What follows belongs to an exercise in optimizing a design on an open flow for a short achievable clock period; a production flow would make more cautious choices. Function was checked by simulation only, so behaviour that the tests miss may differ from the original. No activity file was given, so power comes from the tool's default toggle rates.

==> flow/design.v <==
module midi4cx3_core (
    input  wire       clk,
    input  wire       rst,         
    input  wire       scan_clk,    
    input  wire       scan_data,   
    input  wire       scan_sync,   
    input  wire       pedal,       
    input  wire       tx_ready,    
    output reg  [7:0] tx_data,
    output reg        tx_wr
);
    localparam integer NS = 22;       
    reg [6:0]    pos;           
    reg          prev_clk;      
    reg          prev_sync;     
    reg [63:0]   ring;          
    reg          first;         
    reg          rot;           
    reg          rot_bit;       
    reg          pk;            
    reg          pv;            
    reg          event_f;
    reg          idle_f;
    reg [NS-1:0] wr;            
    reg [NS-1:0] rd;            
    reg          wadv;          
    reg [2:0]    off;           
    reg          m_ped [0:NS-1];
    reg          m_v   [0:NS-1];
    reg [6:0]    m_note[0:NS-1];
    wire pz        = (pos == 7'd0);
    wire p64       = pos[6];
    wire valid_key = ~pos[6] & (pos[5:0] != 6'd0) & (pos[5:0] != 6'd32) &
                     (pos[5:0] != 6'd33);
    wire old       = ring[0] & ~first;
    wire svc_en    = ~pz & ~prev_clk;
    wire [NS-1:0] wr_eff = wadv ? {wr[NS-2:0], wr[NS-1]} : wr;
    wire q_empty   = |(wr_eff & rd);
    wire q_full    = |({wr[NS-2:0], wr[NS-1]} & rd);    
    wire [6:0] note = pos[5] ? (7'd35 - {pos[5:0], 1'b0})      
                             : (7'd98 - {pos[5:0], 1'b0});     
    wire service   = svc_en & scan_clk;
    wire sync_exit = pz & prev_sync & ~scan_sync;
    wire key_trans = service & valid_key & (scan_data ^ old);
    wire ped_slot  = service & p64;
    wire ped_chg   = ped_slot & (~pk | (pedal ^ pv));
    wire enq_req   = key_trans | ped_chg;
    wire enq       = enq_req & ~q_full;
    wire idle_next = key_trans ? 1'b0 : ((service & ~p64) ? 1'b1 : idle_f);
    wire pos_nz    = pz ? sync_exit : ~ped_slot;
    wire gate      = event_f & idle_next & pos_nz;
    wire tx_byte   = gate & tx_ready & ~q_empty;
    wire ev_clear  = gate & tx_ready & q_empty;
    reg [6:0] pos_next;
    always @(*) begin
        if (sync_exit)
            pos_next = 7'd1;
        else if (service)
            pos_next = p64 ? 7'd0 : pos + 7'd1;
        else
            pos_next = pos;
    end
    reg       h_ped, h_v;
    reg [6:0] h_note;
    integer i;
    always @(*) begin
        h_ped = 1'b0; h_v = 1'b0; h_note = 7'd0;
        for (i = 0; i < NS; i = i + 1) begin
            h_ped  = h_ped  | (rd[i] & m_ped[i]);
            h_v    = h_v    | (rd[i] & m_v[i]);
            h_note = h_note | ({7{rd[i]}} & m_note[i]);
        end
    end
    wire [7:0] b0 = {1'b1, 1'b0, h_ped, h_ped | h_v, 4'h0};
    wire [7:0] b1 = h_ped ? 8'h40 : {1'b0, h_note};
    wire [7:0] b2 = h_ped ? {1'b0, {7{h_v}}} : {1'b0, h_v, 6'd0};
    wire [7:0] hbyte = ({8{off[0]}} & b0) | ({8{off[1]}} & b1) | ({8{off[2]}} & b2);
    always @(posedge clk) begin
        if (rst) begin
            pos       <= 7'd0;
            prev_clk  <= 1'b0;
            prev_sync <= 1'b0;
            first     <= 1'b1;
            pk        <= 1'b0;
            event_f   <= 1'b0;
            idle_f    <= 1'b0;
            wr        <= {{(NS-1){1'b0}}, 1'b1};
            rd        <= {{(NS-1){1'b0}}, 1'b1};
            wadv      <= 1'b0;
            off       <= 3'b001;
            tx_wr     <= 1'b0;
        end else begin
            pos       <= pos_next;
            prev_clk  <= scan_clk;
            prev_sync <= scan_sync;
            if (ped_slot) begin
                first <= 1'b0;
                pk    <= 1'b1;
            end
            event_f   <= ev_clear ? 1'b0 : (event_f | enq_req);
            idle_f    <= idle_next;
            wr        <= wr_eff;
            wadv      <= enq;
            if (tx_byte) begin
                off <= {off[1:0], off[2]};
                if (off[2])
                    rd <= {rd[NS-2:0], rd[NS-1]};
            end
            tx_wr     <= tx_byte;
        end
    end
    always @(posedge clk) begin
        if (ped_slot)
            pv <= pedal;
        rot     <= service;
        rot_bit <= scan_data;
        if (rot)
            ring <= {rot_bit, ring[63:1]};
        tx_data <= hbyte;
    end
    always @(posedge clk) begin
        for (i = 0; i < NS; i = i + 1) begin
            if (wr[i] & ~wadv & ~q_full) begin
                m_ped[i]  <= p64;
                m_v[i]    <= p64 ? pedal : scan_data;
                m_note[i] <= note;
            end
        end
    end
endmodule
Settings: LEC_CHECK=0, ABC_CLOCK_PERIOD_IN_PS=2000, CAP_MARGIN=20, CORE_MARGIN=2, CORE_UTILIZATION=30, SETUP_SLACK_MARGIN=5, SLEW_MARGIN=20; clock period 8.0 ns.
run.sh (not shown) runs the stock make flow with config.mk's settings and CLKGATE_MAP_FILE= SYNTH_SCRIPT=/design/flow/synth_recipe.tcl, a recipe that flattens the netlist after the stock synthesis.
The starting point ran to the end with no violations.
Rerun with:
Settings changed: ABC_CLOCK_PERIOD_IN_PS 2000 to not set, SETUP_SLACK_MARGIN 5 to not set.
Effect:
- The new run finished clean
- clock-buffer cell count does not change
- fmax went down by roughly a tenth
- power stays flat
- non-clock buffer count came out lower by 6
- clock skew is about the same
- worst setup slack gets worse by 0.40 ns
- synthesized cell count is unchanged
Rerun with:
Settings changed: SETUP_SLACK_MARGIN set to 5.
The changed run finished with timing, DRC and antenna clean.
Synthesized area does not change.
Global-route usage stays the same.
Design area is higher slightly.
Combinational power grows by roughly a tenth.
Sequential cell count stays the same.
Clock power barely changes.
Setup slack gains 0.40 ns.
Total power barely changes.
Die area is unchanged.

port drivers added, routing unchanged:
The results above use ideal ports. As a check the final layouts listed here were re-extracted and re-timed, cells and wires unchanged.
Step 1 (the two cells are an assumption about what drives the block):
set clk [get_ports {clk}]
set_driving_cell -lib_cell sky130_fd_sc_hd__clkbuf_16 $clk
set_driving_cell -lib_cell sky130_fd_sc_hd__buf_2 [delete_from_list [all_inputs] $clk]
Step 2 moves the port delays by t, midway between the first and last clock arrival at a register: inputs arrive t later, outputs are due t later. That takes back most of the time a late clock gives input paths.
Slacks: ideal ports / drivers / drivers and shift; pairs: ideal ports / drivers.
| run | t, ns | slack for setup (ns) | worst setup path after step 2 | clock arrival spread, ns | worst register clock-pin slew, ns |
|---|---|---|---|---|---|
| the first run | 0.563 | 5.051 / 5.004 / 4.602 | input to register | 0.022 / 0.022 | 0.06 / 0.06 |
| the second run | 0.564 | 4.652 / 4.676 / 4.112 | input to register | 0.021 / 0.021 | 0.06 / 0.06 |
| the third run | 0.563 | 5.051 / 5.004 / 4.602 | input to register | 0.022 / 0.022 | 0.06 / 0.06 |
After both steps every run listed still meets setup and hold. The setup slack of the second run, which loses most, moves by +0.024 ns with the drivers and by -0.540 ns with both steps.
